Background: an optimization exercise with open tools, aiming at small area, a short achievable clock period and few clock cycles. Do not read the settings as production practice.
In this exercise RTL edits were held to simulation tests only and were not proved equivalent to the original.

## int8_gemm_kernel
module int8_gemm_kernel (
    input  wire        clk,
    input  wire        rst_n,
    input  wire        reg_valid,
    input  wire        reg_write,
    input  wire [3:0]  reg_addr,
    input  wire [31:0] reg_wdata,
    output reg  [31:0] reg_rdata,
    input  wire        rx_toggle,
    input  wire [7:0]  rx_data,
    output wire        irq
);
    localparam integer CAP      = 32;
    localparam integer ABUF_LEN = 16;
    localparam integer ACC_LEN  = 16;
    localparam integer AW       = 20;      
    localparam [31:0] ID_WORD  = 32'h49384731;
    localparam [31:0] CFG_WORD = 32'h03080020;
    localparam [31:0] LDIM1    = 32'h00100020;
    localparam [31:0] LDIM2    = 32'h00100010;
    localparam [31:0] LDIM3    = 32'h000A0010;
    localparam [3:0] A_ID = 4'd0, A_CFG = 4'd1, A_CTRL = 4'd2, A_STATUS = 4'd3,
                     A_CURSOR = 4'd4, A_CMD = 4'd5, A_RESULT = 4'd6,
  ...
Size in the first run: ~1,200 flip-flops, about 82 I/O pins, ~120,000 sq um of cells after synthesis.
==> flow/config.mk <==
export PLATFORM = sky130hd
export DESIGN_NAME = int8_gemm_kernel
export DESIGN_NICKNAME = int8_gemm_kernel
export VERILOG_FILES = /design/flow/design.v
export SDC_FILE = /design/flow/constraint.sdc
export NUM_CORES = 4
export LEC_CHECK = 0
export ABC_AREA = 1
export CAP_MARGIN = 30
export CORE_MARGIN = 2
export CORE_UTILIZATION = 35
export PLACE_DENSITY = 0.55
export SETUP_SLACK_MARGIN = 5
export SLEW_MARGIN = 30
export SYNTH_MEMORY_MAX_BITS = 131072
export TNS_END_PERCENT = 20
==> flow/constraint.sdc <==
create_clock -name core_clock -period 12.0 [get_ports {clk}]
set_input_delay 2.4000 -clock core_clock [delete_from_list [all_inputs] [get_ports {clk}]]
set_output_delay 2.4000 -clock core_clock [all_outputs]
set_load 0.01 [all_outputs]
run.sh (not shown) runs the stock make flow with config.mk's settings and CLKGATE_MAP_FILE= SYNTH_SCRIPT=/design/flow/synth_recipe.tcl, a recipe that flattens the netlist after the stock synthesis.
Testbench counts at the start, summed over its fixed seeds: cycles 3,200.
Then changed:
--- a/flow/design.v
+++ b/flow/design.v
@@ -2978,15 +2978,13 @@
     wire sp_last = sp_live && (xbit == 3'd0);
     wire d_run   = j_sp ? sp_run : g_run;
     wire spcmd   = (ok_g23 && c_usesp) || spwait;
     wire sp_copy = spcmd && sp_done;
     wire sp_fin  = spcmd && sp_last;
     wire acc_wr;
-    wire sp_go_now  = l1_copy;
-    wire sp_go_pend = sp_pend && ready && !iv && !rc_on && !cmd_accept;
-    wire sp_start   = sp_go_now || sp_go_pend;
+    wire sp_start = sp_pend && ready && !iv && !rc_on && !cmd_accept;
     wire sp_stop  = d_take || acc_wr || (ok && c_rel);
     localparam integer LW = 13;
     function [2*LW-1:0] csa13(input [LW-1:0] a, input [LW-1:0] b, input [LW-1:0] c);
         csa13 = {((a & b) | (a & c) | (b & c)) << 1, a ^ b ^ c};
     endfunction
     function [LW-1:0] cpa13(input [LW-1:0] a, input [LW-1:0] b, input cin);
@@ -3098,21 +3096,19 @@
         end else if (amph != 2'd2) begin
             amph <= amph + 2'd1;
             am16 <= (amph == 2'd0) ? g0_16 : g1_16;
             am10 <= (amph == 2'd0) ? g0_10[9:0] : g1_10[9:0];
         end
     end
-    reg [6:0]  rqv, rqa;
-    reg [15:0] rp6, rpf, rp6a;
+    reg [6:0]  rqv;
+    reg [15:0] rp6, rpf;
     always @(*)
         for (j = 0; j < 16; j = j + 1) begin
-            rqv     = req_f(acc[j]);
-            rp6[j]  = rqv[6];
-            rpf[j]  = rqv[fb];
-            rqa     = req_f(acc1[j]);
-            rp6a[j] = rqa[6];
+            rqv    = req_f(acc[j]);
+            rp6[j] = rqv[6];
+            rpf[j] = rqv[fb];
         end
     wire d_fetch = d_run && fmore;
     always @(posedge clk or negedge rst_n) begin
         if (!rst_n) begin
             dec   <= 1'b0;
             run23 <= 1'b0;
@@ -3138,24 +3134,25 @@
                 run23 <= 1'b1;
             else if (g_last)
                 run23 <= 1'b0;
             runl1 <= l1_need && !l1_copy;
             runarg <= (ok && c_arg || runarg) && !am_ok;
             spwait <= spcmd && !sp_copy && !sp_fin;
-            sp_pend <= ((g_last || sp_fin || sp_copy) && !l3) ||
-                       (sp_pend && !sp_go_pend && !acc_wr && !(ok && c_rel) && !d_take);
+            sp_pend <= (l1_copy || ((g_last || sp_fin || sp_copy) && !l3)) ||
+                       (sp_pend && !sp_start && !acc_wr && !(ok && c_rel) && !d_take &&
+                        !(cmd_accept && w_usesp));
             if (acc_wr)
                 sp_nl3 <= !l1_copy;
             if (acc_wr)
                 abuf_eq <= 1'b0;
             else if (ok_req && c_layer != 2'd3)
                 abuf_eq <= 1'b1;
             if (sp_start) begin
                 sp_run  <= 1'b1;
                 sp_done <= 1'b0;
-                sp_l3   <= sp_go_now ? 1'b0 : sp_nl3;
+                sp_l3   <= sp_nl3;
             end else if (sp_stop) begin
                 sp_run  <= 1'b0;
                 sp_done <= 1'b0;
             end else if (sp_last) begin
                 sp_run  <= 1'b0;
                 sp_done <= 1'b1;
@@ -3205,17 +3202,17 @@
             first <= 1'b1;
             fb   <= w_src ? 3'd5 : 3'd6;
             j_l3 <= (w_layer == 2'd3);
             j_src <= w_src;
             j_req <= 1'b0;
         end else if (sp_start) begin
-            xb   <= sp_go_now ? rp6a : rp6;
+            xb   <= rp6;
             xbit <= 3'd6;
             first <= 1'b1;
             fb   <= 3'd5;
-            j_l3 <= sp_go_now ? 1'b0 : sp_nl3;
+            j_l3 <= sp_nl3;
             j_src <= 1'b1;
             j_req <= 1'b1;
         end else if (d_fetch) begin
             xb   <= j_req ? rpf : plane(j_src, fb);
             xbit <= fb;
             first <= 1'b0;
Synthesized area is about the same.
Non-clock buffer count fell by 73.
Count of clock-buffer cells in the layout decreases by 3.
Worst hold slack gets worse by 0.021 ns.
Global-route usage goes down by 1.2 points.
Setup slack is better by 0.12 ns.
Via count goes down slightly.
Design area drops slightly.
Final cell count came out lower slightly.
Core utilization is lower by 0.18 points.
Clock skew goes down by 0.030 ns.
Testbench counts after the change, summed over its fixed seeds: cycles 3,328.

[afterwards: timing with drivers on the ports]
How much do the figures lean on ideal ports? The routed layouts below were timed once more, with nothing changed but the port constraints. Step 1: set_driving_cell puts a clkbuf_16 on clk and a buf_2 on each other input, an assumption about the parent block. Step 2 also shifts input and output timing later by t, the mid clock arrival at the registers, as if the neighbouring blocks saw the same clock. Slacks: ideal / step 1 / step 2; pairs: ideal / step 1.
run | t, ns | slack for setup (ns) | clock arrival spread, ns
the first run | 0.978 | 4.579 / 4.474 / 4.180 | 0.147 / 0.147
the second run | 0.974 | 4.700 / 4.646 / 4.186 | 0.117 / 0.117
After both steps setup and hold are still met in every run listed. The setup slack of the second run, which loses most, moves by -0.054 ns with the drivers and by -0.514 ns with both steps.
